Context: an optimization exercise on an open-source flow, tuned for small area, a short achievable clock period and few clock cycles per item. The choices shown serve that exercise and are no tape-out recipe. At most, simulation tests tie the RTL to the original design; equivalence was not proved. Function not checked in runs 5 to 7: the RTL went through the layout flow alone. Power figures rest on the tool's default switching activity, not on a simulated workload.

[design/flow/flow/run.sh]
#!/bin/bash
set -euo pipefail
bash standard.sh "BUFFER_PORTS_ARGS=-buffer_cell sky130_fd_sc_hd__buf_2" SETUP_SLACK_MARGIN=5.5 finish > flow_make.log 2>&1
[design/flow/design.v]
module calc_alu64 (
  input  wire        clk,
  input  wire        rst,
  input  wire        in_valid,
  output wire        in_ready,
  input  wire [1:0]  op,         
  input  wire [63:0] a,
  input  wire [63:0] b,
  output reg         out_valid,
  output wire [63:0] result
);
  localparam OP_ADD = 2'd0, OP_SUB = 2'd1, OP_MUL = 2'd2, OP_DIV = 2'd3;
  reg        rdy;      
  reg        v;        
  reg        ms;       
  reg        ds;       
  reg [1:0]  opr;
  reg [6:0]  la, lb;   
  reg [5:0]  bc;       
  reg        inv;      
  reg [6:0]  cnt;      
  reg [67:0] X;        
  reg [66:0] Y;        
  reg [63:0] R;        
  assign in_ready = rdy;
  assign result   = R;
  function automatic [6:0] lod64(input [63:0] x);    
    reg [63:0] vv;
    reg [383:0] pp;      
    integer lvl, i;
    begin
      vv = x;
      pp = 384'd0;
      for (lvl = 0; lvl < 6; lvl = lvl + 1) begin
        for (i = 0; i < (32 >> lvl); i = i + 1) begin
          if (vv[2*i+1])
            pp[6*i +: 6] = pp[6*(2*i+1) +: 6] | (6'd1 << lvl);
          else
            pp[6*i +: 6] = pp[6*(2*i) +: 6];
          vv[i] = vv[2*i+1] | vv[2*i];
        end
      end
      lod64 = {vv[0], pp[5:0]};
    end
  endfunction
  function automatic [7:0] bytes_nz(input [63:0] x);
    integer i;
    for (i = 0; i < 8; i = i + 1) bytes_nz[i] = |x[8*i +: 8];
  endfunction
  wire [7:0] ba = bytes_nz(a);
  wire [7:0] bb = bytes_nz(b);
  wire [7:0] ba_s = ba | {1'b0, ba[7:1]} | {2'b0, ba[7:2]} | {3'b0, ba[7:3]} |
                    {4'b0, ba[7:4]} | {5'b0, ba[7:5]} | {6'b0, ba[7:6]} | {7'b0, ba[7]};
  wire       b_above = |(bb & ~ba_s);
  wire       swap = (op == OP_MUL) & b_above;
  wire       in_qf = b_above | ~|bb;
  function automatic [5:0] booth(input [3:0] p, input pb);
    booth = {p[0] ^ pb, (p[1] & ~p[0] & ~pb) | (~p[1] & p[0] & pb), p[1],
             p[2] ^ p[1], (p[3] & ~p[2] & ~p[1]) | (~p[3] & p[2] & p[1]), p[3]};
  endfunction
  function automatic [67:0] bkadd(input [67:0] x, input [67:0] y, input c);
    reg [68:0] g, p, G, P;    
    integer i, d;
    begin
      g = {x & y, c};
      p = {x ^ y, 1'b0};
      G = g;
      P = p;
      for (d = 1; d < 69; d = d * 2)
        for (i = 2*d - 1; i < 69; i = i + 2*d) begin
          G[i] = G[i] | (P[i] & G[i-d]);
          P[i] = P[i] & P[i-d];
        end
      for (d = 64; d >= 1; d = d / 2)
        for (i = 3*d - 1; i < 69; i = i + 2*d) begin
          G[i] = G[i] | (P[i] & G[i-d]);
          P[i] = P[i] & P[i-d];
        end
      bkadd = p[68:1] ^ G[67:0];
    end
  endfunction
  wire [67:0] asum = bkadd(X, {1'b0, Y} ^ {68{inv}}, inv);
  wire        q    = ~asum[67];          
  wire [63:0] mc = X[63:0];
  wire [63:0] mp = Y[63:0];
  wire one0 = bc[5], two0 = bc[4], neg0 = bc[3];
  wire one1 = bc[2], two1 = bc[1], neg1 = bc[0];
  wire [63:0] m0   = ({64{one0}} & mc) | ({64{two0}} & {mc[62:0], 1'b0});
  wire [63:0] m1   = ({64{one1}} & mc) | ({64{two1}} & {mc[62:0], 1'b0});
  wire [63:0] pp0  = m0 ^ {64{neg0}};
  wire [63:0] pp1  = {m1[61:0], 2'b00} ^ {64{neg1}};
  wire [63:0] racc = v ? 64'd0 : R;
  wire [63:0] cs_s = racc ^ pp0 ^ pp1;
  wire [63:0] cs_c = (racc & pp0) | (racc & pp1) | (pp0 & pp1);
  wire [67:0] msum_w = bkadd({4'd0, cs_s}, {4'd0, cs_c[62:0], neg0}, neg1);
  wire [63:0] msum = msum_w[63:0];
  wire        mlast = (mp[63:3] == 61'd0);    
  wire        mnext = (mp[63:7] == 57'd0);    
  wire [6:0]  dpos   = {1'b0, la[5:0]} - {1'b0, lb[5:0]};    
  wire        qz     = ~lb[6] | ~la[6] | dpos[6];
  wire [3:0]  sh     = dpos[5:2];
  wire [66:0] yshift = {Y[63:0], 3'b000} << {sh, 2'b00};
  wire is_mul = (opr == OP_MUL);
  wire is_div = (opr == OP_DIV);
  wire one_cycle = ~opr[1] | (opr[0] & qz);    
  always @(posedge clk) begin
    if (rst) begin
      rdy       <= 1'b1;
      v         <= 1'b0;
      ms        <= 1'b0;
      ds        <= 1'b0;
      out_valid <= 1'b0;
    end else begin
      v         <= rdy & in_valid;
      ms        <= (v & is_mul & ~mlast) | (ms & ~rdy);
      ds        <= (v & is_div & ~qz) | (ds & ~rdy);
      out_valid <= (v & (one_cycle | (is_mul & mlast))) | ((ms | ds) & rdy);
      if (rdy)
        rdy <= ~in_valid | ~op[1] | (op[0] & in_qf);
      else if (v)
        rdy <= is_mul ? mnext : qz;    
      else if (ms)
        rdy <= mnext;
      else
        rdy <= (cnt == 7'd2);
    end
  end
  always @(posedge clk) begin
    if (rdy) begin
      opr <= op;
      inv <= op[0];
      la  <= lod64(a);
      lb  <= lod64(b);
    end else if (ds) begin
      inv <= q;
    end
    cnt <= ds ? cnt - 7'd1 : {1'b0, sh, 2'b00} + 7'd4;
    if (rdy)
      bc <= swap ? booth(a[3:0], 1'b0) : booth(b[3:0], 1'b0);
    else
      bc <= booth(Y[7:4], Y[3]);
    if (rdy) begin
      X <= {4'd0, swap ? b : a};
      Y <= {3'd0, swap ? a : b};
    end else if (v & is_div) begin
      Y <= yshift;
    end else if (v | ms) begin
      X <= {X[63:0], 4'b0000};
      Y <= {4'b0000, Y[66:4]};
    end else if (ds) begin
      X <= asum;
      Y <= {1'b0, Y[66:1]};
    end
    if (v & ~is_mul)
      R <= (~opr[1]) ? asum[63:0] : 64'd0;
    else if (ds)
      R <= {R[62:0], q};
    else
      R <= msum;
  end
endmodule
[design/flow/standard.sh]
#!/bin/bash
# synth_recipe.tcl (not shown) runs the flow's synth.tcl, then flattens the netlist and writes it again
# the make line also repeats each setting of config.mk as NAME=value (left out here)
make -C /OpenROAD-flow-scripts/flow DESIGN_CONFIG=/design/flow/config.mk WORK_HOME=/design/flow/orfs CLKGATE_MAP_FILE= SYNTH_SCRIPT=/design/flow/synth_recipe.tcl "${@:-finish}"
[design/flow/constraint.sdc]
create_clock -name core_clock -period 10.0 [get_ports {clk}]
set_input_delay 2.0000 -clock core_clock [delete_from_list [all_inputs] [get_ports {clk}]]
set_output_delay 2.0000 -clock core_clock [all_outputs]
set_load 0.01 [all_outputs]
[design/flow/config.mk]
export PLATFORM = sky130hd
export DESIGN_NAME = calc_alu64
export DESIGN_NICKNAME = calc_alu64
export VERILOG_FILES = /design/flow/design.v
export SDC_FILE = /design/flow/constraint.sdc
export NUM_CORES = 4
export LEC_CHECK = 0
export ABC_CLOCK_PERIOD_IN_PS = 3000
export CAP_MARGIN = 5
export CORE_MARGIN = 2
export CORE_UTILIZATION = 40
export PLACE_DENSITY = 0.6
export SETUP_SLACK_MARGIN = 5
export SLEW_MARGIN = 5
==> reports/qor.yml, run 1 <==
global_route:
  grt_usage: 0.324
  grt_pass1_wl_mm: 166
  overflow: 0
  grt_pass1_vias: 25100
  grt_antenna_before_repair: 9
  grt_max_degree: 84
setup_path:
  crit_required_ps: 10460
  start_kind: "flop"
  timing.critical_path.mode_cell: "buf_6"
  crit_path_end_kind: "flop"
  worstSetupPathType: "reg2reg"
  crit_slowest_cell: "fa_1"
  critical_path_arrival_ps: 5100
  path_max_fanout: 4
  crit_chain: "buf_6 -> a22oi_2 -> xor2_1 -> fa_1 -> inv_2 -> ha_4 -> o21a_1 -> o21bai_4 -> a2111o_1 -> a211oi_4 -> a211oi_2 -> buf_6 -> o21ai_4 -> a31oi_4 -> nor3_2 -> or2_4 -> fa_2 -> mux2i_2 -> o21ai_1"
  crit_path_max_incr_delay_ps: 560
timing:
  fin_worst_skew_ps: 23.6
  fin_crit_ps: 4640
  drv_slew: 0
  maxSlewHeadroom: 0.294
  tns_ps: 0
  tightest_slew_ps: 1060
  rsz0062_at_grt: "true"
  period_share: 0.464
  setup_viol: 0
  fmax_ghz: 0.216
  timing_hold_violations_final: 0
placed_design:
  hpwl_mm: 78.4
  dp.cells: 4082
  gp_congestion: 1.01
  placed_cell_area_mm2: 0.0280
  numPortBuffers: 198
clock_network:
  ctsHtreeMaxLevel: 1
  clk_pin_slew_worst_paths_ps: 70
  cts.sinks: 234
  clk_path_buf_depth: 3
  ctsRootBufferMaster: "clkbuf_16"
  cts_made_buffers: 31
  cts_tree: "built"
  holdBufCountCts: 0
  clkLatencyLatePin_ps: 620
pwr:
  combinationalPowerShare: 0.723
  p_int_w: 0.00550
  switching_share: 0.478
  seq_power_share: 0.167
  p_sw_w: 0.00504
  p_leak_nw: 13.7
  power_density_mw_per_mm2: 329
  clkPwrFrac: 0.110
  ir_drop_uv: 179
drt:
  wire_per_inst_um: 27.0
  vias_per_cell: 6.29
  dr.pass1.iters: 7
  wl_met1_mm: 46.1
  wl_met3_mm: 13.3
  wl_mm: 116
  wl_met2_mm: 49.3
  drc_errors: 0
  drtAntennaViolNets: 0
  drtIter0Drc: 3930
  routed.top_layer: "met5"
  num_vias: 27000
finish:
  instances_no_fill: 4291
  area_growth_pct: 21.3
  nets: 3795
  fillers: 6322
  drive_above_1_share: 0.190
  postLayoutCellArea_mm2: 0.0321
logic_synthesis:
  synth_edf_count: 145
  syn_inst: 3199
  synthArstFlopShare: 0
  synth_seq_cells: 234
  yosysUniqueCellTypes: 76
  synth_area_leaders: "edfxtp_1 16%, fa_1 9.6%, dfxtp_1 6.7%"
  syn_nets: 3598
  yosysTopAreaCell: "edfxtp_1"
  synth_top_area_frac: 0.165
  syn_area_mm2: 0.0264
  synth_area_per_cell_um2: 8.26
  synthFlopType: "edfxtp_1"
  seq_area_frac_synth: 0.232
  yosysWarningCount: 1
floorplan:
  core_mm2: 0.0656
  start_util: 0.403
  die_h_um: 261
  io_pins: 199
  die_w_um: 261
  fp.dieArea_mm2: 0.0681
  num_rows: 94
outcome:
  status: "timing/DRC/antenna clean"
run:
  maxCapViolCount: 0
worst_hold_path:
  hold_path.class: "reg2reg"
## synth_stat cells, types with 5 or more instances
library cell and count:
nor4_1 41, mux2_2 6, nand3_1 54, nand2b_1 51
o21bai_1 19, or4_1 8, nand3b_1 31, buf_1 26
o21ai_0 141, o21a_1 6, nor2b_1 35, a31oi_1 76
a31o_2 5, and4_1 7, a21o_1 59, ha_1 139
and2_1 7, clkbuf_1 156, edfxtp_1 145, nand4_1 31
o221ai_1 13, nor2_1 199, a22oi_1 128, nor3_1 32
o31ai_1 9, buf_2 29, inv_1 155, o22ai_1 38
o211ai_1 25, a211oi_1 55, a22o_1 6, nand2_1 455
mux2i_1 178, fa_1 127, xnor2_1 111, and3_1 37
a221o_1 7, o2111ai_1 6, dfxtp_1 89, a221oi_1 8
a211o_1 6, xor2_1 162, a21oi_1 218
## per-layer routing
layer	GRT usage	vias to the layer above
met5	0	-
met1	0.440	13000
met4	0.160	2
met3	0.0773	346
met2	0.481	1764
li1	-	11900
## through the flow
step                 util  hold WS, ps  worst slack (ps)  total power, W
finish              0.488          467              5360          0.0105
global route        0.488          508              5190          0.0114
CTS                 0.469          469              5400         0.00974
detailed placement  0.427          457              3640         0.00803
global placement    0.427          453              3640         0.00794
floorplan               -          433              5510         0.00634
## placed cells by master, fill, tap and decap left out, drive strengths merged, types with 9 or more instances in the layout
master	netlist	routed
a22oi	128	128
a21o	59	59
o221ai	13	13
xnor2	112	112
xor2	162	162
a21oi	218	218
a31oi	76	76
nor2	199	199
nor3	34	34
nand2	455	455
a221oi	9	9
clkbuf	156	47
clkinv	0	11
o31ai	9	9
ha	139	139
dfxtp	89	89
and3	37	37
edfxtp	145	145
buf	60	367
fa	127	127
o21ai	144	144
o211ai	25	25
nand3b	31	31
nor2b	35	35
mux2i	178	178
nand2b	52	52
nand4	31	31
inv	157	156
nand3	54	54
o22ai	38	38
o21bai	19	19
nor4	42	42
a211oi	55	55
## what timing repair did
action | CTS | global route
gates cloned | 17 | 5
pin swaps | 50 | 125
endpoints found under the setup margin | 187 | 117
setup buffers | 68 | 55
gates resized for setup | 145 | 142
## critical path, delay by kind of cell, from the launching register on
family                     cells  cell delay [ps]
xor gates and xnor gates       1              130
muxes                          1              190
adders and majority gates      3             1260
DFF                            1              540
and+or+nand+nor                2              260
buffers and inverters          3              390
AOI/OAI and AO/OA              9             1700
## power by group through the flow
stage                     combinational, W  sequential (W)  clock [W]
after floorplan                    0.00471         0.00163          0
after global placement             0.00616         0.00178          0
after detailed placement           0.00625         0.00178          0
after CTS                          0.00684         0.00174    0.00116
after global routing               0.00843         0.00177    0.00120
final                              0.00762         0.00176    0.00116
## area by class of cell
| class | instances | area (um2) | share of cell area |
|---|---|---|---|
| clock buffer | 43 | 821 | 0.0256 |
| sequential | 234 | 6170 | 0.192 |
| clock inverter | 14 | 178 | 0.00554 |
| timing repair inverter | 1 | 8.76 | 0.000273 |
| tap | 864 | 1080 | 0.0337 |
| inverter | 157 | 603 | 0.0188 |
| antenna | 7 | 17.5 | 0.000546 |
| timing repair buffer | 377 | 3090 | 0.0963 |
| multi-input combinational | 2594 | 20100 | 0.627 |
## registers in the layout, indices dropped and copies added (netlist names), 2 cells and up
signal / cells
bc: 6
cnt: 7
X: 68
opr: 2
la: 7
Y: 67
lb: 7
R: 64
## cells by family (layout without fill, tap and decap cells)
family                   after synthesis  in the layout  synth area share
adder cells (fa/ha/maj)              266            266             0.162
flip-flops                           234            234             0.232
AO/OA/AOI/OAI                        858            860             0.209
AND/OR/NAND/NOR                     1004           1004             0.176
multiplexers                         190            190            0.0745
XOR/XNOR                             274            274            0.0911
other                                  0              7                 0
buffers and inverters                373            592            0.0555
## final timing paths
check | from | endpoint | slack (ps) | cells after the start
setup reg to reg | X[9]$_DFFE_PP_ | R[61]$_DFF_P_ | 5360 | 19
hold reg to reg | X[64]$_SDFFE_PP0P_ | X[64]$_SDFFE_PP0P_ | 470 | 2
setup / recovery | X[9]$_DFFE_PP_ | R[61]$_DFF_P_ | 5360 | 19
hold / removal | X[64]$_SDFFE_PP0P_ | X[64]$_SDFFE_PP0P_ | 470 | 2
Testbench counts, summed over its fixed seeds: cycles 24,761, items 4,800.
==> run 2: changes to the inputs <==
--- a/design/flow/config.mk
+++ b/design/flow/config.mk
@@ -7,8 +7,8 @@
 export LEC_CHECK = 0
 export ABC_CLOCK_PERIOD_IN_PS = 3000
-export CAP_MARGIN = 5
+export CAP_MARGIN = 20
 export CORE_MARGIN = 2
 export CORE_UTILIZATION = 40
 export PLACE_DENSITY = 0.6
 export SETUP_SLACK_MARGIN = 5
-export SLEW_MARGIN = 5
+export SLEW_MARGIN = 20
==> run 2 against run 1 <==
  * Design area is the same
  * Sequential share of layout area unchanged
  * Worst hold slack unchanged
  * Still clean on timing, DRC and antenna
  * Non-clock buffer count unchanged
  * Clock power is essentially flat
  * First-iteration DRC count stayed put
  * Sequential cell count stayed put
==> reports/qor.yml, run 2 <==
logic_synthesis:
  yosysWarningCount: 1  # unchanged
  syn_inst: 3199  # unchanged
  synthArstFlopShare: 0  # unchanged
  synthFlopType: "edfxtp_1"
  synth_seq_cells: 234  # unchanged
  synth_area_per_cell_um2: 8.26  # unchanged
  yosysTopAreaCell: "edfxtp_1"
  synth_area_leaders: "edfxtp_1 16%, fa_1 9.6%, dfxtp_1 6.7%"
  ys_top_cells_by_count: "455 x nand2_1, 218 x a21oi_1, 199 x nor2_1, 178 x mux2i_1, 162 x xor2_1"
  seq_area_frac_synth: 0.232  # unchanged
  syn_nets: 3598  # unchanged
  synth_edf_count: 145  # unchanged
  synth_top_area_frac: 0.165  # unchanged
  syn_area_mm2: 0.0264  # unchanged
  yosysMostFrequentCell: "nand2_1"
  yosysUniqueCellTypes: 76  # unchanged
run:
  maxCapViolCount: 0  # unchanged
setup_path:
  timing.critical_path.mode_cell: "buf_6"
  critical_path_arrival_ps: 5100  # about the same
  crit_required_ps: 10460  # about the same
  worstSetupPathType: "reg2reg"
  path_delay_family: "compound AO/OA/AOI/OAI gates"
  start_kind: "flop"
  crit_chain: "buf_6 -> a22oi_2 -> xor2_1 -> fa_1 -> inv_2 -> ha_4 -> o21a_1 -> o21bai_4 -> a2111o_1 -> a211oi_4 -> a211oi_2 -> buf_6 -> o21ai_4 -> a31oi_4 -> nor3_2 -> or2_4 -> fa_2 -> mux2i_2 -> o21ai_1"
  crit_path_max_incr_delay_ps: 560  # about the same
  critPathBufInv: 3  # unchanged
  crit_slowest_cell: "fa_1"
  path_max_fanout: 4  # unchanged
  crit_path_end_kind: "flop"
finish:
  largest_register_ff_count: 68  # unchanged
  final_cell_mix: "448 x nand2_1, 201 x a21oi_1, 198 x buf_2"
  nets: 3795  # unchanged
  regMostFlops: "X"
  fillers: 6322  # unchanged
  top_regs: "X x68, Y x67, R x64"
  area_growth_pct: 21.3  # unchanged
  drive_above_1_share: 0.190  # unchanged
  final_common_cell: "nand2_1"
  regArea_mm2: 0.00617  # unchanged
  multi_input_comb_area_mm2: 0.0201  # unchanged
clock_network:
  clk_path_buf_depth: 3  # unchanged
  ctsRootBufferMaster: "clkbuf_16"
  cts.sinks: 234  # unchanged
  cts_made_buffers: 31  # unchanged
  holdBufCountCts: 0  # unchanged
  ctsHtreeMaxLevel: 1  # unchanged
  clk_pin_slew_worst_paths_ps: 70  # about the same
  cts_tree: "built"
  clkLatencyLatePin_ps: 620  # about the same
timing:
  tightest_slew_ps: 1060  # unchanged
  drv_slew: 0  # unchanged
  rsz0062_at_grt: "true"
  layout_setup_ws_ps: 5360  # unchanged
  maxSlewHeadroom: 0.294  # unchanged
  period_share: 0.464  # unchanged
  timing_hold_violations_final: 0  # unchanged
  setup_viol: 0  # unchanged
  fmax_ghz: 0.216  # unchanged
  fin_worst_skew_ps: 23.6  # unchanged
  fin_crit_ps: 4640  # unchanged
  tns_ps: 0  # unchanged
drt:
  drtAntennaViolNets: 0  # unchanged
  dr.pass1.iters: 7  # unchanged
  drc_errors: 0  # unchanged
  drtIter0Drc: 3930  # unchanged
  wl_mm: 116  # unchanged
  num_vias: 27000  # unchanged
  vias_per_cell: 6.29  # unchanged
  wire_per_inst_um: 27.0  # unchanged
pwr:
  p_leak_nw: 13.7  # unchanged
  ir_drop_uv: 179  # unchanged
  power_density_mw_per_mm2: 329  # unchanged
worst_hold_path:
  hold_path.class: "reg2reg"
placed_design:
  pre_cts_ws_ps: 3640  # unchanged
  gp_congestion: 1.01  # unchanged
  hpwl_mm: 78.4  # unchanged
  numPortBuffers: 198  # unchanged
floorplan:
  start_util: 0.403  # unchanged
  core_mm2: 0.0656  # unchanged
  fp.dieArea_mm2: 0.0681  # unchanged
  num_rows: 94  # unchanged
  die_w_um: 261  # unchanged
  io_pins: 199  # unchanged
  die_h_um: 261  # unchanged
global_route:
  grt_pass1_vias: 25100  # unchanged
  grt_usage: 0.324  # unchanged
  grt_pass1_wl_mm: 166  # unchanged
  grt_max_degree: 84  # unchanged
  overflow: 0  # unchanged
  grt_antenna_before_repair: 9  # unchanged
outcome:
  status: "timing/DRC/antenna clean"
run 2: logic make-up (layout without fill, tap and decap cells):
family	Yosys count	count (layout)	share of synthesized area
fa+ha+maj	266	266	0.162
flops	234	234	0.232
other cells	0	7	0
compound gates	858	860	0.209
mux	190	190	0.0745
buf+inv	373	592	0.0555
simple gates	1004	1004	0.176
xor+xnor	274	274	0.0911
run 2: area by class of cell:
| cell class | instances | share of cell area |
|---|---|---|
| Tap cell | 864 | 0.0337 |
| Clock buffer | 43 | 0.0256 |
| Multi-Input combinational cell | 2594 | 0.627 |
| Antenna cell | 7 | 0.000546 |
| Timing Repair Buffer | 377 | 0.0963 |
| Sequential cell | 234 | 0.192 |
| Timing Repair inverter | 1 | 0.000273 |
| Inverter | 157 | 0.0188 |
| Clock inverter | 14 | 0.00554 |
run 2: worst paths after layout:
kind              slack (ps)  cells past startpoint            endpoint          startpoint
setup / recovery        5360                     19       R[61]$_DFF_P_      X[9]$_DFFE_PP_
setup reg to reg        5360                     19       R[61]$_DFF_P_      X[9]$_DFFE_PP_
hold / removal           470                      2  X[64]$_SDFFE_PP0P_  X[64]$_SDFFE_PP0P_
hold reg to reg          470                      2  X[64]$_SDFFE_PP0P_  X[64]$_SDFFE_PP0P_
run 2: timing repair:
| action | 4_1_cts | 5_1_grt |
|---|---|---|
| pin swaps | 50 | 125 |
| resized for setup | 145 | 142 |
| gates cloned | 17 | 5 |
| endpoints found under the setup margin | 187 | 117 |
| setup buffers | 68 | 55 |
run 2: per-layer routing:
metal	share of wire	vias up	track usage
met4	0.060	2	0.160
met5	0.000095	-	0
met3	0.11	346	0.0773
met1	0.40	13000	0.440
met2	0.43	1764	0.481
li1	-	11900	-
run 2: worst min-delay path: cells and delay by family (launching register included):
kind	cells	cell delay, ps
AO/OA/AOI/OAI	1	50
AND/OR/NAND/NOR	1	50
flip-flops	1	310
run 2: stage by stage:
| stage | area (um2) | hold WS, ps | instances | utilization | power [W] |
|---|---|---|---|---|---|
| after floorplan | 26500 | 433 | 3199 | - | 0.00634 |
| after detailed placement | 28000 | 457 | 4082 | 0.427 | 0.00803 |
| after CTS | 30800 | 469 | 4224 | 0.469 | 0.00974 |
| final | 32100 | 467 | 4291 | 0.488 | 0.0105 |
| after global placement | 28000 | 453 | 4082 | 0.427 | 0.00794 |
| after global routing | 32100 | 508 | 4291 | 0.488 | 0.0114 |
run 2: where the power goes:
part / internal [W] / total [W] / switching, W
Clock: 0.000672 / 0.00116 / 0.000491
Sequential: 0.00135 / 0.00176 / 0.000406
Combinational: 0.00348 / 0.00762 / 0.00415
==> run 3: changes to the inputs <==
--- a/design/flow/config.mk
+++ b/design/flow/config.mk
@@ -10,5 +10,5 @@
 export CORE_MARGIN = 2
 export CORE_UTILIZATION = 40
-export PLACE_DENSITY = 0.6
+export PLACE_DENSITY = 0.7
 export SETUP_SLACK_MARGIN = 5
 export SLEW_MARGIN = 20
==> run 3 against run 2 <==
  * Sequential cell count unchanged
  * Critical endpoint unchanged
  * Critical path type unchanged
  * Worst hold slack better by 1.3 ps
  * Design area down 0.26%
  * Largest power group unchanged
  * Clock-buffer cell count up 1
  * Still clean
  * Largest cell class unchanged
  * Cell count about the same
==> reports/qor.yml, run 3 <==
finish:
  top_regs: "X x68, Y x67, R x64"
  regMostFlops: "X"
  area_growth_pct: 21.0
  fillers: 6103  # -3.5%
  nets: 3796  # +0.026%
  final_common_cell: "nand2_1"
  drive_above_1_share: 0.191  # +0.000933
  final_cell_mix: "449 x nand2_1, 198 x a21oi_1, 198 x buf_2"
  largest_register_ff_count: 68  # unchanged
logic_synthesis:
  syn_area_mm2: 0.0264  # unchanged
  yosysWarningCount: 1  # unchanged
  yosysUniqueCellTypes: 76  # unchanged
  synth_seq_cells: 234  # unchanged
  synth_area_leaders: "edfxtp_1 16%, fa_1 9.6%, dfxtp_1 6.7%"
  muxShareOfSynthArea: 0.0745  # unchanged
  synthArstFlopShare: 0  # unchanged
  synth_top_family_by_area: "compound AO/OA/AOI/OAI gates"
  synth_top_area_frac: 0.165  # unchanged
  synth-simple-area-share: 0.176  # unchanged
  synthAdderAreaFrac: 0.162  # unchanged
  syn_inst: 3199  # unchanged
  synth_edf_count: 145  # unchanged
  synth_area_per_cell_um2: 8.26  # unchanged
  yosysMostFrequentCell: "nand2_1"
  synth-xor-area-share: 0.0911  # unchanged
  syn_nets: 3598  # unchanged
  seq_area_frac_synth: 0.232  # unchanged
  yosysTopAreaCell: "edfxtp_1"
  synthFlopType: "edfxtp_1"
  synth-compound-area-share: 0.209  # unchanged
  ys_top_cells_by_count: "455 x nand2_1, 218 x a21oi_1, 199 x nor2_1, 178 x mux2i_1, 162 x xor2_1"
clock_network:
  ctsHtreeMaxLevel: 1  # unchanged
  ctsRootBufferMaster: "clkbuf_16"
  cts_tree: "built"
  cts_made_buffers: 29  # -6.5%
  clkLatencyLatePin_ps: 600  # -20 ps
  cts.sinks: 234  # unchanged
  clk_pin_slew_worst_paths_ps: 70  # about the same
  clk_path_buf_depth: 3  # unchanged
run:
  maxCapViolCount: 0  # unchanged
timing:
  hold_slack_ps: 468  # +1.26 ps
  maxSlewHeadroom: 0.290  # -0.00343
  tightest_slew_ps: 1060  # -2.02 ps
  drv_slew: 0  # unchanged
  tns_ps: 0  # unchanged
  rsz0062_at_grt: "true"
  period_share: 0.466  # +0.00154
  fmax_ghz: 0.215  # -0.33%
  fin_crit_ps: 4660  # +15.4 ps
  timing_hold_violations_final: 0  # unchanged
  fin_worst_skew_ps: 26.3  # +2.61 ps
  setup_viol: 0  # unchanged
setup_path:
  crit_required_ps: 10460  # about the same
  start_kind: "flop"
  rr_endpoint: "R[61]$_DFF_P_"
  crit_chain: "buf_6 -> clkbuf_16 -> a22oi_2 -> xor2_2 -> fa_1 -> inv_1 -> ha_4 -> nand4_1 -> buf_4 -> a2111o_1 -> a211oi_2 -> a211oi_2 -> buf_6 -> o21ai_4 -> a31oi_4 -> nor3_2 -> or2_4 -> fa_2 -> mux2i_1 -> o21ai_1"
  reg2reg_depth: 20  # +1
  worstSetupPathType: "reg2reg"
  crit_path_max_incr_delay_ps: 570  # about the same
  r2r_slack_ps: 5340  # -20 ps
  crit_slowest_cell: "fa_1"
  critical_path_arrival_ps: 5110  # about the same
  path_max_fanout: 7  # +3
  reg2reg_from: "bc[2]$_DFF_P_"
  crit_path_end_kind: "flop"
placed_design:
  hpwl_mm: 76.3  # -2.7%
  numPortBuffers: 198  # unchanged
  gp_congestion: 1.03  # +1.3%
pwr:
  power_density_mw_per_mm2: 331  # +0.57%
  ir_drop_uv: 191  # +7.1%
  p_leak_nw: 13.8  # +0.45%
worst_hold_path:
  hold_depth: 2  # unchanged
  hold_path.class: "reg2reg"
  hold_end: "X[64]$_SDFFE_PP0P_"
  hold_start: "X[64]$_SDFFE_PP0P_"
floorplan:
  num_rows: 94  # unchanged
  io_pins: 199  # unchanged
  fp.dieArea_mm2: 0.0681  # unchanged
  start_util: 0.403  # unchanged
  die_w_um: 261  # unchanged
  die_h_um: 261  # unchanged
  core_mm2: 0.0656  # unchanged
drt:
  vias_per_cell: 6.39  # +1.7%
  wl_mm: 113  # -2.0%
  wire_per_inst_um: 26.4  # -2.0%
  drtAntennaViolNets: 0  # unchanged
  num_vias: 27400  # +1.7%
  drc_errors: 0  # unchanged
  drtIter0Drc: 3926  # -0.10%
  dr.pass1.iters: 8  # +1
global_route:
  overflow: 0  # unchanged
  grt_usage: 0.311  # -0.0125
  grt_max_degree: 155  # +85%
  grt_pass1_vias: 25100  # -0.28%
  grt_pass1_wl_mm: 161  # -3.0%
  grt_antenna_before_repair: 8  # -1
outcome:
  status: "timing/DRC/antenna clean"
[run 3: cell types whose count changed in the layout (fill, tap and decap cells not counted), sizes merged]
| cell | previous run | this run |
|---|---|---|
| a211o | 8 | 7 |
| buf | 367 | 365 |
| bufbuf | 6 | 14 |
| bufinv | 4 | 1 |
| clkinv | 11 | 5 |
| clkinvlp | 1 | 2 |
| inv | 156 | 158 |
[run 3: how the worst max path moves through the flow]
stage / start / to / slack (ps) / cells past startpoint
CTS: X[26]$_DFFE_PP_ / R[58]$_DFF_P_ / 5450 / 20
finish: bc[2]$_DFF_P_ / R[61]$_DFF_P_ / 5340 / 20
global route: X[14]$_DFFE_PP_ / R[58]$_DFF_P_ / 5220 / 22
global placement: b[20] / X[63]$_DFFE_PP_ / 4170 / 12
floorplan: v$_SDFF_PP0_ / R[46]$_DFF_P_ / 5510 / 21
detailed placement: b[20] / X[62]$_DFFE_PP_ / 4120 / 12
[run 3: kinds of logic after synthesis]
| logic type | Yosys count |
|---|---|
| multiplexers | 190 |
| buffers and inverters | 373 |
| AND/OR/NAND/NOR | 1004 |
| AO/OA/AOI/OAI | 858 |
| flip-flops | 234 |
| XOR/XNOR | 274 |
| adder cells (fa/ha/maj) | 266 |
[run 3: area by class of cell]
type	instances	area [um2]	area share
Antenna cell	7	17.5	0.000548
Sequential cell	234	6170	0.193
Clock buffer	44	831	0.0260
Multi-Input combinational cell	2593	20100	0.627
Clock inverter	9	77.6	0.00243
Tap cell	864	1080	0.0338
Timing Repair Buffer	382	3160	0.0988
Inverter	157	589	0.0184
[run 3: per-stage QoR]
stage / cells / setup WS [ps] / util / instance area [um2] / power (W)
CTS: 4215 / 5450 / 0.467 / 30700 / 0.00954
detailed placement: 4082 / 4120 / 0.427 / 28000 / 0.00797
finish: 4290 / 5340 / 0.487 / 32000 / 0.0106
global placement: 4082 / 4170 / 0.427 / 28000 / 0.00785
global route: 4290 / 5220 / 0.487 / 32000 / 0.0114
floorplan: 3199 / 5510 / - / 26500 / 0.00634
[run 3: where the power goes]
part           total (W)  internal, W  switching, W  leakage, nW
registers        0.00177      0.00135      0.000419         2.22
clock network    0.00107     0.000596      0.000470        0.446
logic            0.00774      0.00350       0.00424         11.1
total             0.0106      0.00545       0.00512         13.8
[run 3: metal layers]
layer | part of all wire | global-route usage
met4 | 0.065 | 0.153
met3 | 0.12 | 0.0590
met2 | 0.43 | 0.477
met5 | 0.00016 | 0
met1 | 0.38 | 0.421
[run 3: critical path: cells and delay by family (launching register included)]
| family | cells | cell delay [ps] |
|---|---|---|
| AOI/OAI and AO/OA | 7 | 1430 |
| and+or+nand+nor | 3 | 390 |
| DFF | 1 | 410 |
| muxes | 1 | 190 |
| buffers and inverters | 5 | 730 |
| adders and majority gates | 3 | 1260 |
| xor gates and xnor gates | 1 | 130 |
[run 3: repair_timing]
item / 4_1_cts / 5_1_grt
buffers inserted: 62 / 65
pin swaps: 42 / 120
hold endpoints to repair: 0 / 0
gates cloned: 18 / 3
endpoints found under the setup margin: 174 / 132
resized for setup: 133 / 152
hold buffers: 0 / 0
==> run 4: changes to the inputs <==
==> design/flow/flow/run.sh (replaced) <==
#!/bin/bash
set -euo pipefail
bash standard.sh "BUFFER_PORTS_ARGS=-buffer_cell sky130_fd_sc_hd__buf_2" SETUP_SLACK_MARGIN=5.25 finish > flow_make.log 2>&1
--- a/design/flow/config.mk
+++ b/design/flow/config.mk
@@ -10,5 +10,5 @@
 export CORE_MARGIN = 2
 export CORE_UTILIZATION = 40
-export PLACE_DENSITY = 0.7
+export PLACE_DENSITY = 0.6
 export SETUP_SLACK_MARGIN = 5
 export SLEW_MARGIN = 20
==> run 4 against run 3 <==
  * Cell count fell by 0.91%
  * Clock skew fell by 14 ps
  * Register-to-register slack got worse by 40 ps
  * Clock-buffer cell count fell by 10
  * Synthesized area did not move
  * Critical endpoint is now X[57]$_DFFE_PP_
==> reports/qor.yml, run 4 <==
outcome:
  status: "timing/DRC/antenna clean"
setup_path:
  crit_required_ps: 10310  # -150 ps
  crit_slowest_cell: "or4_1"
  crit_path_end_kind: "flop"
  timing.critical_path.mode_cell: "o21ai_0"
  crit_chain: "buf_2 -> or4_1 -> o211ai_1 -> a31oi_1 -> o221a_1 -> o21ai_2 -> a211o_4 -> buf_8 -> nor2_1 -> o21ai_0 -> o21ai_0"
  path_max_fanout: 39  # +32
  start_kind: "primary input"
  critical_path_arrival_ps: 5080  # -30 ps
  worstSetupPathType: "in2reg"
  crit_path_max_incr_delay_ps: 610  # +40 ps
timing:
  rsz0062_at_grt: "true"
  drv_slew: 0  # unchanged
  period_share: 0.477  # +0.0110
  fin_worst_skew_ps: 12.4  # -13.9 ps
  maxSlewHeadroom: 0.288  # -0.00184
  tightest_slew_ps: 1070  # +12.5 ps
  fin_crit_ps: 4770  # +110 ps
  setup_viol: 0  # unchanged
  timing_hold_violations_final: 0  # unchanged
  fmax_ghz: 0.210  # -2.3%
  tns_ps: 0  # unchanged
clock_network:
  cts.sinks: 234  # unchanged
  clk_pin_slew_worst_paths_ps: 70  # about the same
  ctsRootBufferMaster: "clkbuf_16"
  cts_made_buffers: 31  # +6.9%
  clk_path_buf_depth: 3  # unchanged
  holdBufCountCts: 0  # unchanged
  ctsHtreeMaxLevel: 1  # unchanged
  clkLatencyLatePin_ps: 610  # about the same
  cts_tree: "built"
logic_synthesis:
  seq_area_frac_synth: 0.232  # unchanged
  synth_area_leaders: "edfxtp_1 16%, fa_1 9.6%, dfxtp_1 6.7%"
  synthFlopType: "edfxtp_1"
  ys_top_cells_by_count: "455 x nand2_1, 218 x a21oi_1, 199 x nor2_1, 178 x mux2i_1, 162 x xor2_1"
  yosysWarningCount: 1  # unchanged
  syn_nets: 3598  # unchanged
  synthArstFlopShare: 0  # unchanged
  synth_seq_cells: 234  # unchanged
  syn_inst: 3199  # unchanged
  yosysTopAreaCell: "edfxtp_1"
  yosysMostFrequentCell: "nand2_1"
  synth_top_area_frac: 0.165  # unchanged
  syn_area_mm2: 0.0264  # unchanged
  synth_edf_count: 145  # unchanged
  yosysUniqueCellTypes: 76  # unchanged
  synth_area_per_cell_um2: 8.26  # unchanged
global_route:
  grt_pass1_wl_mm: 161  # +0.13%
  grt_antenna_before_repair: 2  # -6
  grt_pass1_vias: 24600  # -1.8%
  overflow: 0  # unchanged
  grt_usage: 0.313  # +0.00223
  grt_max_degree: 79  # -49%
worst_hold_path:
  hold_path.class: "reg2reg"
pwr:
  p_leak_nw: 13.4  # -3.0%
  clkPwrFrac: 0.117  # +0.016
  p_int_w: 0.00511  # -6.4%
  ir_drop_uv: 173  # -9.9%
  power_w: 0.00990  # -6.4%
  p_sw_w: 0.00479  # -6.5%
  combinationalPowerShare: 0.706  # -0.026
  seq_power_share: 0.177  # +0.009
  switching_share: 0.484  # about the same
  power_density_mw_per_mm2: 320  # -3.4%
placed_design:
  dp.cells: 4083  # +0.024%
  numPortBuffers: 198  # unchanged
  hpwl_mm: 78.5  # +3.0%
  gp_congestion: 0.989  # -3.7%
  placed_cell_area_mm2: 0.0280  # about the same
finish:
  final_cell_mix: "453 x nand2_1, 205 x a21oi_1, 198 x buf_2"
  largest_register_ff_count: 68  # unchanged
  top_regs: "X x68, Y x67, R x64"
  final_common_cell: "nand2_1"
  area_growth_pct: 17.2
  fillers: 6456  # +5.8%
  multi_input_comb_area_mm2: 0.0195  # -2.5%
  regMostFlops: "X"
  fin_util: 0.472  # -0.0154
  postLayoutCellArea_mm2: 0.0310  # -3.2%
  instances_no_fill: 4251  # -0.91%
  drive_above_1_share: 0.160  # -0.0306
  nets: 3761  # -0.92%
  regArea_mm2: 0.00617  # unchanged
drt:
  drc_errors: 0  # unchanged
  dr.pass1.iters: 6  # -2
  wl_met2_mm: 48.7  # -1.1%
  routed.top_layer: "met4"
  wl_mm: 112  # -1.5%
  wire_per_inst_um: 26.2  # -0.61%
  num_vias: 26600  # -2.9%
  vias_per_cell: 6.27  # -2.0%
  wl_met3_mm: 11.5  # -19%
  drtAntennaViolNets: 0  # unchanged
  wl_met1_mm: 45.8  # +7.7%
  drtIter0Drc: 3575  # -8.9%
floorplan:
  io_pins: 199  # unchanged
  num_rows: 94  # unchanged
  fp.dieArea_mm2: 0.0681  # unchanged
  die_w_um: 261  # unchanged
  start_util: 0.403  # unchanged
  core_mm2: 0.0656  # unchanged
  die_h_um: 261  # unchanged
run:
  maxCapViolCount: 0  # unchanged
==> run 4: power by group through the flow <==
| stage | Clock, W | Sequential (W) | Combinational (W) |
|---|---|---|---|
| floorplan | 0 | 0.00163 | 0.00469 |
| global placement | 0 | 0.00178 | 0.00615 |
| detailed placement | 0 | 0.00178 | 0.00620 |
| CTS | 0.00116 | 0.00177 | 0.00642 |
| global route | 0.00120 | 0.00177 | 0.00779 |
| finish | 0.00116 | 0.00176 | 0.00698 |
==> run 4: stage by stage <==
step	hold slack, ps	setup slack, ps
2_1_floorplan	433	5260
3_3_place_gp	450	3690
3_5_place_dp	457	3690
4_1_cts	468	5190
5_1_grt	497	5160
6_report	464	5230
==> run 4: per-layer routing <==
layer / global-route usage / up-vias
met5: 0 / -
met4: 0.128 / 0
met3: 0.0430 / 287
met2: 0.482 / 1650
met1: 0.443 / 12900
li1: - / 11900
==> run 4: final timing paths <==
kind | startpoint | endpoint | slack [ps] | cells past startpoint
max | b[1] | X[57]$_DFFE_PP_ | 5230 | 11
min | X[64]$_SDFFE_PP0P_ | X[64]$_SDFFE_PP0P_ | 460 | 2
max reg2reg | Y[14]$_DFFE_PP_ | X[62]$_DFFE_PP_ | 5300 | 17
min reg2reg | X[64]$_SDFFE_PP0P_ | X[64]$_SDFFE_PP0P_ | 460 | 2
==> run 4: critical path, delay by kind of cell <==
family / cells / cell delay (ps)
AO/OA/AOI/OAI: 7 / 1950
AND/OR/NAND/NOR: 2 / 670
buffers and inverters: 2 / 440
==> run 4: kinds of logic after synthesis <==
kind of cell,after synthesis,synth area share
fa+ha+maj,266,0.162
mux,190,0.0745
compound gates,858,0.209
buf+inv,373,0.0555
flops,234,0.232
xor+xnor,274,0.0911
simple gates,1004,0.176
==> run 4: final cells by class <==
type                            instances  share of cell area
Clock buffer                           34              0.0254
Tap cell                              864              0.0349
Antenna cell                            2            0.000162
Inverter                              157              0.0192
Sequential cell                       234               0.199
Clock inverter                         22             0.00683
Timing Repair Buffer                  344              0.0830
Multi-Input combinational cell       2594               0.631
==> run 4: what timing repair did <==
item	CTS	global route
resized for setup	68	105
setup buffers	12	84
pin swaps	7	63
gates cloned	13	1
hold endpoints to repair	0	0
setup endpoints to repair	167	92
==> run 5: changes to the inputs <==
--- a/design/flow/design.v
+++ b/design/flow/design.v
@@ -18,4 +18,8 @@
   reg [6:0]  la, lb;   
   reg [5:0]  bc;       
+  reg        s_add;    
+  reg        s_mul;    
+  reg        s_div;    
+  reg        s_aln;    
   reg        inv;      
   reg [6:0]  cnt;      
@@ -55,4 +59,5 @@
   wire       swap = (op == OP_MUL) & b_above;
   wire       in_qf = b_above | ~|bb;
+  wire       in_m1 = (b[63:3] == 61'd0) | ((a[63:3] == 61'd0) & b_above);
   function automatic [5:0] booth(input [3:0] p, input pb);
     booth = {p[0] ^ pb, (p[1] & ~p[0] & ~pb) | (~p[1] & p[0] & pb), p[1],
@@ -104,4 +109,7 @@
   wire is_div = (opr == OP_DIV);
   wire one_cycle = ~opr[1] | (opr[0] & qz);    
+  wire ms_n = (v & is_mul & ~mlast) | (ms & ~rdy);
+  wire ds_n = (v & is_div & ~qz) | (ds & ~rdy);
+  wire acc  = rdy & in_valid;
   always @(posedge clk) begin
     if (rst) begin
@@ -113,9 +121,9 @@
     end else begin
       v         <= rdy & in_valid;
-      ms        <= (v & is_mul & ~mlast) | (ms & ~rdy);
-      ds        <= (v & is_div & ~qz) | (ds & ~rdy);
+      ms        <= ms_n;
+      ds        <= ds_n;
       out_valid <= (v & (one_cycle | (is_mul & mlast))) | ((ms | ds) & rdy);
       if (rdy)
-        rdy <= ~in_valid | ~op[1] | (op[0] & in_qf);
+        rdy <= ~in_valid | ~op[1] | (op[0] ? in_qf : in_m1);
       else if (v)
         rdy <= is_mul ? mnext : qz;    
@@ -127,9 +135,9 @@
   end
   always @(posedge clk) begin
+    la  <= lod64(a);    
+    lb  <= lod64(b);
     if (rdy) begin
       opr <= op;
       inv <= op[0];
-      la  <= lod64(a);
-      lb  <= lod64(b);
     end else if (ds) begin
       inv <= q;
@@ -140,22 +148,22 @@
     else
       bc <= booth(Y[7:4], Y[3]);
+    s_add <= acc & ~op[1];
+    s_mul <= (acc & (op == OP_MUL)) | ms_n;
+    s_div <= ds_n;
+    s_aln <= acc & (op == OP_DIV);
     if (rdy) begin
       X <= {4'd0, swap ? b : a};
       Y <= {3'd0, swap ? a : b};
-    end else if (v & is_div) begin
+    end else if (s_aln) begin
       Y <= yshift;
-    end else if (v | ms) begin
+    end else if (s_mul) begin
       X <= {X[63:0], 4'b0000};
       Y <= {4'b0000, Y[66:4]};
-    end else if (ds) begin
+    end else if (s_div) begin
       X <= asum;
       Y <= {1'b0, Y[66:1]};
     end
-    if (v & ~is_mul)
-      R <= (~opr[1]) ? asum[63:0] : 64'd0;
-    else if (ds)
-      R <= {R[62:0], q};
-    else
-      R <= msum;
+    R <= ({64{s_add}} & asum[63:0]) | ({64{s_div}} & {R[62:0], q}) |
+         ({64{s_mul}} & msum);
   end
 endmodule
==> design/flow/flow/run.sh (replaced) <==
#!/bin/bash
set -euo pipefail
bash standard.sh "BUFFER_PORTS_ARGS=-buffer_cell sky130_fd_sc_hd__buf_2" SETUP_SLACK_MARGIN=5.5 finish > flow_make.log 2>&1
==> run 5 against run 4 <==
  * Still clean
  * Maximum frequency rose by 0.39%
  * Critical path depth rose by 3
  * Combinational power fell by 9.0%
  * Worst hold slack improved by 1.7 ps
  * Setup slack improved by 18 ps
  * Clock skew rose by 5.6 ps
  * Non-clock buffer count rose by 66
  * Routed wire length rose by 4.0%
  * Clock-buffer cell count rose by 11
  * Design area rose by 7.8%
  * Sequential share of layout area fell by 1.6 points
  * Sequential cell count rose by 4
  * Critical path type unchanged
==> reports/qor.yml, run 5 <==
clock_network:
  clkLatencyLatePin_ps: 560  # -50 ps
  holdBufCountCts: 0  # unchanged
  cts_tree: "built"
  clk_path_buf_depth: 3  # unchanged
  ctsHtreeMaxLevel: 2  # +1
  cts_made_buffers: 34  # +9.7%
  cts.sinks: 238  # +1.7%
  clk_pin_slew_worst_paths_ps: 50  # -20 ps
  ctsRootBufferMaster: "clkbuf_16"
timing:
  drv_slew: 0  # unchanged
  fin_worst_skew_ps: 18.0  # +5.64 ps
  tns_ps: 0  # unchanged
  tightest_slew_ps: 1040  # -24.8 ps
  rsz0062_at_grt: "true"
  fin_crit_ps: 4750  # -18.3 ps
  period_share: 0.475  # -0.00183
  timing_hold_violations_final: 0  # unchanged
  maxSlewHeadroom: 0.305  # +0.0166
  setup_viol: 0  # unchanged
  fmax_ghz: 0.211  # +0.39%
pwr:
  p_leak_nw: 13.4  # +0.18%
  p_int_w: 0.00492  # -3.7%
  p_sw_w: 0.00440  # -8.2%
  combinationalPowerShare: 0.682  # -0.024
  clkPwrFrac: 0.142  # +0.025
  ir_drop_uv: 152  # -12%
  switching_share: 0.472  # -0.0120
  power_density_mw_per_mm2: 279  # -13%
  power_w: 0.00932  # -5.9%
  seq_power_share: 0.176  # about the same
logic_synthesis:
  synth_area_leaders: "edfxtp_1 15%, fa_1 9.8%, mux2i_1 8.6%"
  synth_top_area_frac: 0.152  # -0.0129
  syn_area_mm2: 0.0259  # -2.0%
  synth_seq_cells: 238  # +1.7%
  syn_nets: 3332  # -7.4%
  synth_area_per_cell_um2: 8.83  # +6.9%
  syn_inst: 2933  # -8.3%
  yosysMostFrequentCell: "mux2i_1"
  yosysWarningCount: 1  # unchanged
  synthFlopType: "edfxtp_1"
  yosysUniqueCellTypes: 72  # -5.3%
  synth_edf_count: 131  # -9.7%
  yosysTopAreaCell: "edfxtp_1"
  synthArstFlopShare: 0  # unchanged
  ys_top_cells_by_count: "223 x mux2i_1, 207 x a21oi_1, 195 x nand2_1, 189 x inv_1, 186 x xor2_1"
  seq_area_frac_synth: 0.235  # +0.00239
setup_path:
  crit_path_end_kind: "flop"
  rr_endpoint: "X[35]$_DFFE_PP_"
  crit_chain: "buf_6 -> or4_4 -> nor4b_4 -> o21ai_1 -> a31o_1 -> a21boi_2 -> o31ai_4 -> a21oi_4 -> buf_6 -> buf_12 -> buf_8 -> buf_12 -> mux2i_4 -> a21oi_2"
  worstSetupPathType: "in2reg"
  crit_slowest_cell: "or4_4"
  reg2reg_depth: 20  # +3
  r2r_slack_ps: 5360  # +60 ps
  crit_required_ps: 10270  # -40 ps
  critical_path_arrival_ps: 5020  # -60 ps
  reg2reg_from: "inv$_DFFE_PP_"
  critPathBufInv: 5  # +3
  path_max_fanout: 6  # -85%
  crit_path_max_incr_delay_ps: 590  # -20 ps
  path_delay_family: "compound AO/OA/AOI/OAI gates"
  start_kind: "primary input"
placed_design:
  gp_congestion: 0.993  # +0.40%
  numPortBuffers: 198  # unchanged
  hpwl_mm: 76.2  # -3.0%
  dp.cells: 3821  # -6.4%
floorplan:
  fp.dieArea_mm2: 0.0668  # -2.0%
  num_rows: 93  # -1.1%
  core_mm2: 0.0642  # -2.1%
  io_pins: 199  # unchanged
  start_util: 0.403  # +0.000571
  die_w_um: 258  # -0.98%
  die_h_um: 258  # -0.98%
global_route:
  overflow: 0  # unchanged
  grt_pass1_vias: 25100  # +2.1%
  grt_antenna_before_repair: 4  # +2
  grt_max_degree: 76  # -3.8%
  grt_pass1_wl_mm: 163  # +1.0%
  grt_usage: 0.322  # +0.00870
worst_hold_path:
  hold_end: "X[64]$_SDFFE_PP0P_"
  hold_start: "X[64]$_SDFFE_PP0P_"
  hold_path.class: "reg2reg"
  hold_depth: 2  # unchanged
drt:
  drtAntennaViolNets: 0  # unchanged
  dr.pass1.iters: 9  # +3
  num_vias: 26400  # -0.93%
  drc_errors: 0  # unchanged
  wl_mm: 116  # +4.0%
  vias_per_cell: 6.50  # +3.6%
  drtIter0Drc: 3353  # -6.2%
  wire_per_inst_um: 28.6  # +8.8%
finish:
  area_growth_pct: 28.9
  regMostFlops: "X"
  fillers: 5765  # -11%
  nets: 3579  # -4.8%
  final_common_cell: "buf_2"
  largest_register_ff_count: 68  # unchanged
  final_cell_mix: "195 x buf_2, 188 x nand2_1, 177 x inv_1"
  instances_no_fill: 4064  # -4.4%
  top_regs: "X x68, Y x67, R x64"
  drive_above_1_share: 0.260  # +0.0992
outcome:
  status: "timing/DRC/antenna clean"
run:
  maxCapViolCount: 0  # unchanged
[run 5: kinds of logic after synthesis]
kind of cell | after synthesis | share of synthesized area
simple gates | 642 | 0.121
flops | 238 | 0.235
mux | 256 | 0.101
xor+xnor | 278 | 0.0940
compound gates | 864 | 0.223
fa+ha+maj | 266 | 0.165
buf+inv | 389 | 0.0614
[run 5: layer usage]
layer  vias up  routed length (um)  track usage
met5         -                   0            0
met4         0                7420        0.151
met3       385               12700       0.0676
met2      1851               50800        0.497
met1     12900               45100        0.431
li1      11200                   -            -
[run 5: worst max path at each step]
stage / cells past startpoint / end / from / slack, ps
CTS: 12 / Y[13]$_DFFE_PP_ / a[7] / 5460
floorplan: 21 / R[62]$_DFF_P_ / bc[2]$_DFF_P_ / 5460
finish: 14 / X[33]$_DFFE_PP_ / a[6] / 5250
global placement: 11 / X[33]$_DFFE_PP_ / a[51] / 3730
detailed placement: 11 / X[33]$_DFFE_PP_ / a[55] / 3640
global route: 22 / X[45]$_DFFE_PP_ / inv$_DFFE_PP_ / 5210
[run 5: power by group through the flow]
stage | logic, W | registers [W] | clock network [W]
floorplan | 0.00369 | 0.00150 | 0
global placement | 0.00490 | 0.00165 | 0
detailed placement | 0.00506 | 0.00165 | 0
CTS | 0.00577 | 0.00162 | 0.00133
global route | 0.00691 | 0.00166 | 0.00136
finish | 0.00635 | 0.00164 | 0.00132
[run 5: cell type report]
cell class | count | area (um2) | share of cell area
clock buffers | 45 | 913 | 0.0274
clock inverters | 16 | 234 | 0.00701
multi-input cells | 2306 | 20500 | 0.614
flip-flops and latches | 238 | 6110 | 0.183
well taps | 855 | 1070 | 0.0320
repair buffers | 410 | 3830 | 0.115
diodes | 4 | 10.0 | 0.000300
inverters | 190 | 728 | 0.0218
[run 5: worst register-to-register path, delay by kind of cell, from the launching register on]
kind	cells	cell delay, ps
compound gates	7	1520
buf+inv	6	860
fa+ha+maj	2	710
simple gates	4	670
flops	1	410
xor+xnor	1	170
[run 5: per-stage QoR]
step / utilization / hold WS, ps / instance area (um2) / setup slack [ps]
CTS: 0.484 / 466 / 31100 / 5460
global route: 0.520 / 494 / 33400 / 5210
floorplan: - / 427 / 26000 / 5460
detailed placement: 0.428 / 453 / 27500 / 3640
global placement: 0.428 / 449 / 27500 / 3730
finish: 0.520 / 466 / 33400 / 5250
[run 5: what timing repair did]
item	CTS	global route
setup endpoints to repair	186	153
cloned	24	22
pin swaps	80	103
resized for setup	227	311
setup buffers	76	56
==> run 6: changes to the inputs <==
==> design/flow/flow/run.sh (replaced) <==
#!/bin/bash
set -euo pipefail
bash standard.sh "BUFFER_PORTS_ARGS=-buffer_cell sky130_fd_sc_hd__buf_2" SETUP_SLACK_MARGIN=5.0 finish > flow_make.log 2>&1
==> run 6 against run 5 <==
  * Critical path depth fell by 3
  * Design area fell by 11%
  * Synthesized area did not move
  * Largest power group unchanged
  * Cell count fell by 3.1%
  * Still clean
  * Non-clock buffer count fell by 125
==> reports/qor.yml, run 6 <==
drt:
  wl_met1_mm: 43.8  # -2.8%
  drtAntennaViolNets: 0  # unchanged
  routed.top_layer: "met5"
  drtIter0Drc: 3241  # -3.3%
  wl_mm: 106  # -8.4%
  wl_met2_mm: 46.1  # -9.2%
  wl_met3_mm: 11.1  # -13%
  drc_errors: 0  # unchanged
  num_vias: 25000  # -5.2%
  vias_per_cell: 6.35  # -2.2%
  dr.pass1.iters: 10  # +1
  wire_per_inst_um: 27.0  # -5.5%
clock_network:
  cts_tree: "built"
  clkLatencyLatePin_ps: 620  # +60 ps
  clk_pin_slew_worst_paths_ps: 60  # about the same
  cts.sinks: 238  # unchanged
  cts_made_buffers: 31  # -8.8%
  clk_path_buf_depth: 3  # unchanged
  ctsRootBufferMaster: "clkbuf_16"
  ctsHtreeMaxLevel: 1  # -1
placed_design:
  gp_congestion: 1.02  # +2.4%
  dp.cells: 3817  # -0.10%
  numPortBuffers: 198  # unchanged
  hpwl_mm: 76.0  # -0.31%
global_route:
  grt_max_degree: 174  # +130%
  grt_antenna_before_repair: 12  # +8
  grt_usage: 0.298  # -0.0246
  grt_pass1_vias: 23800  # -5.2%
  overflow: 0  # unchanged
  grt_pass1_wl_mm: 152  # -6.5%
pwr:
  power_density_mw_per_mm2: 280  # +0.49%
  combinationalPowerShare: 0.656  # -0.026
  clkPwrFrac: 0.146  # +0.004
  p_sw_w: 0.00400  # -9.1%
  p_int_w: 0.00430  # -12%
  switching_share: 0.482  # +0.00939
  p_leak_nw: 12.1  # -9.5%
  seq_power_share: 0.198  # +0.022
  ir_drop_uv: 145  # -4.1%
timing:
  fin_crit_ps: 5140  # +397 ps
  setup_viol: 0  # unchanged
  tightest_slew_ps: 1230  # +189 ps
  drv_slew: 0  # unchanged
  rsz0062_at_grt: "true"
  fmax_ghz: 0.194  # -7.7%
  tns_ps: 0  # unchanged
  fin_worst_skew_ps: 29.6  # +11.6 ps
  period_share: 0.514  # +0.0397
  maxSlewHeadroom: 0.171  # -0.134
  timing_hold_violations_final: 0  # unchanged
floorplan:
  fp.dieArea_mm2: 0.0668  # unchanged
  start_util: 0.403  # unchanged
  num_rows: 93  # unchanged
  core_mm2: 0.0642  # unchanged
  io_pins: 199  # unchanged
  die_w_um: 258  # unchanged
  die_h_um: 258  # unchanged
logic_synthesis:
  yosysWarningCount: 1  # unchanged
  synth_area_per_cell_um2: 8.83  # unchanged
  synth_seq_cells: 238  # unchanged
  syn_area_mm2: 0.0259  # unchanged
  ys_top_cells_by_count: "223 x mux2i_1, 207 x a21oi_1, 195 x nand2_1, 189 x inv_1, 186 x xor2_1"
  syn_inst: 2933  # unchanged
  synthArstFlopShare: 0  # unchanged
  synth_top_area_frac: 0.152  # unchanged
  yosysTopAreaCell: "edfxtp_1"
  seq_area_frac_synth: 0.235  # unchanged
  synth_area_leaders: "edfxtp_1 15%, fa_1 9.8%, mux2i_1 8.6%"
  yosysMostFrequentCell: "mux2i_1"
  yosysUniqueCellTypes: 72  # unchanged
  synth_edf_count: 131  # unchanged
  syn_nets: 3332  # unchanged
  synthFlopType: "edfxtp_1"
finish:
  drive_above_1_share: 0.143  # -0.116
  regMostFlops: "X"
  area_growth_pct: 14.3
  top_regs: "X x68, Y x67, R x64"
  largest_register_ff_count: 68  # unchanged
  instances_no_fill: 3937  # -3.1%
  final_common_cell: "mux2i_1"
  nets: 3452  # -3.5%
  final_cell_mix: "218 x mux2i_1, 199 x a21oi_1, 198 x buf_2"
run:
  maxCapViolCount: 0  # unchanged
setup_path:
  reg2reg_from: "inv$_DFFE_PP_"
  worstSetupPathType: "in2reg"
  crit_chain: "buf_2 -> or4_1 -> nor4b_2 -> o21ai_1 -> a31o_1 -> a21boi_1 -> o31ai_1 -> a21oi_4 -> buf_4 -> mux2i_1 -> a21oi_1"
  critical_path_arrival_ps: 5450  # +430 ps
  path_max_fanout: 10  # +4
  crit_required_ps: 10310  # +40 ps
  start_kind: "primary input"
  crit_path_start: "a[7]"
  crit_slowest_cell: "or4_1"
  crit_path_max_incr_delay_ps: 630  # +40 ps
  crit_path_end_kind: "flop"
outcome:
  status: "timing/DRC/antenna clean"
worst_hold_path:
  hold_start: "cnt[0]$_SDFF_PN0_"
  hold_path.class: "reg2reg"
## run 6: through the flow
stage | cell area, um2 | util | total power, W | worst slack, ps | hold slack (ps)
2_1_floorplan | 25900 | - | 0.00518 | 5040 | 427
3_3_place_gp | 27400 | 0.427 | 0.00653 | 3390 | 445
3_5_place_dp | 27400 | 0.427 | 0.00668 | 3420 | 456
4_1_cts | 28800 | 0.448 | 0.00802 | 4930 | 470
5_1_grt | 29600 | 0.461 | 0.00890 | 4910 | 506
6_report | 29600 | 0.461 | 0.00830 | 4860 | 471
## run 6: cell families (layout without fill, tap and decap cells)
family / after synthesis / in the layout / synth area share
simple gates: 642 / 642 / 0.121
compound gates: 864 / 865 / 0.223
fa+ha+maj: 266 / 266 / 0.165
mux: 256 / 256 / 0.101
flops: 238 / 238 / 0.235
other cells: 0 / 5 / 0
buf+inv: 389 / 532 / 0.0614
xor+xnor: 278 / 278 / 0.0940
## run 6: layout make-up
type | count | area (um2)
inverters | 190 | 721
diodes | 5 | 12.5
well taps | 855 | 1070
flip-flops and latches | 238 | 6110
multi-input cells | 2307 | 18500
repair buffers | 285 | 2070
clock buffers | 34 | 807
clock inverters | 23 | 262
fillers | 6164 | 34600
## run 6: path summary, 6_finish.rpt
check / end / slack, ps / depth (start not counted)
min reg2reg: cnt[0]$_SDFF_PN0_ / 470 / 1
min: cnt[0]$_SDFF_PN0_ / 470 / 1
max reg2reg: X[45]$_DFFE_PP_ / 5050 / 19
max: X[37]$_DFFE_PP_ / 4860 / 11
## run 6: per-layer routing
| metal | GRT usage | vias up |
|---|---|---|
| met1 | 0.423 | 12200 |
| met4 | 0.132 | 2 |
| met5 | 0 | - |
| met2 | 0.446 | 1514 |
| met3 | 0.0445 | 254 |
| li1 | - | 11000 |
## run 6: power groups by stage
stage | Clock, W | Combinational [W] | Sequential (W)
floorplan | 0 | 0.00368 | 0.00150
global placement | 0 | 0.00488 | 0.00165
detailed placement | 0 | 0.00503 | 0.00165
CTS | 0.00122 | 0.00517 | 0.00163
global route | 0.00126 | 0.00598 | 0.00166
finish | 0.00121 | 0.00544 | 0.00164
## run 6: timing repair
action,CTS,global route
pin swaps,5,18
gates resized for setup,39,58
setup endpoints to repair,154,72
cloned,3,12
hold buffers,0,0
buffers inserted,7,36
## run 6: critical path: cells and delay by family
family | cells | cell delay (ps)
AO/OA/AOI/OAI | 6 | 1330
multiplexers | 1 | 630
buffers and inverters | 2 | 420
AND/OR/NAND/NOR | 2 | 1060
==> run 7: changes to the inputs <==
--- a/design/flow/design.v
+++ b/design/flow/design.v
@@ -57,7 +57,11 @@
                     {4'b0, ba[7:4]} | {5'b0, ba[7:5]} | {6'b0, ba[7:6]} | {7'b0, ba[7]};
   wire       b_above = |(bb & ~ba_s);
-  wire       swap = (op == OP_MUL) & b_above;
+  wire [3:0] qa = {|ba[7:6], |ba[5:4], |ba[3:2], |ba[1:0]};
+  wire [3:0] qb = {|bb[7:6], |bb[5:4], |bb[3:2], |bb[1:0]};
+  wire       swap = (op == OP_MUL) &
+                    ((qb[3] & ~qa[3]) | (qb[2] & ~|qa[3:2]) | (qb[1] & ~|qa[3:1]) |
+                     (qb[0] & ~|qa[3:0]));
   wire       in_qf = b_above | ~|bb;
-  wire       in_m1 = (b[63:3] == 61'd0) | ((a[63:3] == 61'd0) & b_above);
+  wire       in_m1 = (b[63:3] == 61'd0) | ((a[63:3] == 61'd0) & swap);
   function automatic [5:0] booth(input [3:0] p, input pb);
     booth = {p[0] ^ pb, (p[1] & ~p[0] & ~pb) | (~p[1] & p[0] & pb), p[1],
==> design/flow/flow/run.sh (replaced) <==
#!/bin/bash
set -euo pipefail
bash standard.sh "BUFFER_PORTS_ARGS=-buffer_cell sky130_fd_sc_hd__buf_2" SETUP_SLACK_MARGIN=5.5 finish > flow_make.log 2>&1
==> run 7 against run 6 <==
  * Critical path depth grew 9
  * Highest routed layer unchanged
  * Design area increased by 8.9%
  * Power increased by 2.8%
  * Sequential share of layout area shrank 1.7 points
  * Critical path type is now reg2reg
  * Global-route usage grew 1.6 points
  * Cell count grew 3.8%
  * Combinational power grew 5.7%
  * Die area increased by 0.45%
  * Routed wire length grew 5.3%
  * Maximum frequency grew 5.9%
  * Clock power about the same
  * Synthesized cell count up 0.65%
==> reports/qor.yml, run 7 <==
setup_path:
  path_max_fanout: 26  # +16
  rr_endpoint: "R[62]$_DFF_P_"
  crit_path_max_incr_delay_ps: 580  # -50 ps
  start_kind: "flop"
  crit_slowest_cell: "fa_1"
logic_synthesis:
  synth-xor-area-share: 0.0933  # -0.000766
  synth_area_per_cell_um2: 8.81  # -0.19%
  syn_inst: 2952  # +0.65%
  synth_top_area_frac: 0.151  # -0.000694
  synth_seq_cells: 238  # unchanged
  synthArstFlopShare: 0  # unchanged
  muxShareOfSynthArea: 0.0988  # -0.00176
  ys_top_cells_by_count: "217 x mux2i_1, 200 x a21oi_1, 194 x nand2_1, 193 x inv_1, 187 x xor2_1"
  syn_area_mm2: 0.0260  # +0.46%
  yosysWarningCount: 1  # unchanged
  yosysUniqueCellTypes: 79  # +9.7%
  syn_nets: 3351  # +0.57%
  synth_edf_count: 131  # unchanged
drt:
  vias_per_cell: 6.38  # +0.39%
  num_vias: 26100  # +4.2%
  drtAntennaViolNets: 0  # unchanged
  dr.pass1.iters: 6  # -4
  wl_mm: 112  # +5.3%
  drc_errors: 0  # unchanged
  wire_per_inst_um: 27.4  # +1.5%
placed_design:
  hpwl_mm: 75.1  # -1.1%
  dp.cells: 3844  # +0.71%
  gp_congestion: 1.02  # +0.60%
  numPortBuffers: 198  # unchanged
clock_network:
  cts_tree: "built"
  ctsHtreeMaxLevel: 2  # +1
  clkLatencyLatePin_ps: 570  # -50 ps
  holdBufCountCts: 0  # unchanged
  cts.sinks: 238  # unchanged
  ctsRootBufferMaster: "clkbuf_16"
  clk_path_buf_depth: 3  # unchanged
  cts_made_buffers: 35  # +13%
worst_hold_path:
  hold_start: "cnt[0]$_SDFF_PN0_"
  hold_end: "cnt[0]$_SDFF_PN0_"
  hold_depth: 1  # unchanged
  hold_path.class: "reg2reg"
timing:
  timing_hold_violations_final: 0  # unchanged
  layout_setup_ws_ps: 5140  # +287 ps
  tightest_slew_ps: 1070  # -164 ps
  fmax_ghz: 0.206  # +5.9%
  tns_ps: 0  # unchanged
  setup_viol: 0  # unchanged
  hold_slack_ps: 463  # -8.06 ps
  period_share: 0.486  # -0.0287
  drv_slew: 0  # unchanged
global_route:
  grt_max_degree: 88  # -49%
  grt_pass1_wl_mm: 160  # +4.9%
  grt_antenna_before_repair: 14  # +2
  grt_pass1_vias: 24800  # +4.2%
  overflow: 0  # unchanged
  use_met3: 0.0669  # +0.0224
floorplan:
  start_util: 0.404  # +0.00112
  fp.dieArea_mm2: 0.0671  # +0.45%
  io_pins: 199  # unchanged
  core_mm2: 0.0643  # +0.18%
finish:
  final_cell_mix: "217 x mux2i_1, 198 x buf_2, 180 x inv_1"
  instances_no_fill: 4087  # +3.8%
  nets: 3594  # +4.1%
  regMostFlops: "X"
  largest_register_ff_count: 68  # unchanged
  fin_util: 0.501  # +0.0399
  multi_input_comb_area_mm2: 0.0198  # +6.9%
run:
  maxCapViolCount: 0  # unchanged
pwr:
  p_leak_nw: 13.2  # +8.9%
  ir_drop_uv: 121  # -16%
outcome:
  status: "timing/DRC/antenna clean"
run 7: cell types whose count changed after synthesis, moves of 9 or more:
cell / delta
o22a_1: -16
nor2_1: +19
o22ai_1: +14
nor2b_1: -16
o21ai_1: +29
a211oi_1: +14
nand3_1: +12
o21ai_0: -33
and2_1: +9
clkbuf_1: -11
run 7: logic make-up after synthesis:
group	count (synthesis)
AO/OA/AOI/OAI	880
buffers and inverters	390
multiplexers	251
adder cells (fa/ha/maj)	266
AND/OR/NAND/NOR	650
flip-flops	238
XOR/XNOR	277
run 7: power breakdown:
part	leakage (nW)	internal, W	switching [W]
Sequential	2.26	0.00124	0.000305
Combinational	10.4	0.00262	0.00313
Clock	0.548	0.000713	0.000526
run 7: timing repair:
action | CTS | global route
setup buffers | 70 | 80
gates cloned | 10 | 9
setup endpoints to repair | 191 | 131
resized for setup | 179 | 178
pin swaps | 87 | 125
run 7: metal layers:
layer  wire length (um)  share of wire
met4               6020          0.054
met5                 25        0.00022
met1              43800           0.39
met2              50400           0.45
met3              11700           0.10
run 7: area by class of cell:
cell class	instances	share of cell area
multi-input combinational	2325	0.615
sequential	238	0.190
timing repair buffer	400	0.104
tap	855	0.0332
clock buffer	49	0.0317
inverter	195	0.0230
clock inverter	14	0.00233
antenna	11	0.000854
run 7: stage by stage:
stage | power [W] | instance area (um2)
after floorplan | 0.00471 | 26100
after global placement | 0.00591 | 27600
after detailed placement | 0.00601 | 27600
after CTS | 0.00785 | 30500
after global routing | 0.00907 | 32200
final | 0.00854 | 32200
run 7: worst max-delay path by stage:
stage               cells after the start     startpoint       endpoint
finish                                 20  bc[1]$_DFF_P_  R[62]$_DFF_P_
global route                           24   v$_SDFF_PP0_  R[62]$_DFF_P_
CTS                                    22   v$_SDFF_PP0_  R[45]$_DFF_P_
detailed placement                     20  bc[2]$_DFF_P_  R[62]$_DFF_P_
global placement                       20  bc[5]$_DFF_P_  R[62]$_DFF_P_
floorplan                              21  bc[2]$_DFF_P_  R[46]$_DFF_P_
run 7: critical path, delay by kind of cell (launching register included):
| kind | cells | cell delay (ps) |
|---|---|---|
| XOR/XNOR | 2 | 300 |
| flip-flops | 1 | 370 |
| AO/OA/AOI/OAI | 9 | 2170 |
| adder cells (fa/ha/maj) | 3 | 1170 |
| AND/OR/NAND/NOR | 3 | 400 |
| buffers and inverters | 3 | 280 |

Check on run 7: ideal ports give 5.143 ns setup slack; a clkbuf_16 on the clock port and buf_2 on the inputs give 5.143 ns; moving port delays by the midpoint clock arrival (0.621 ns) as well gives 4.963 ns.
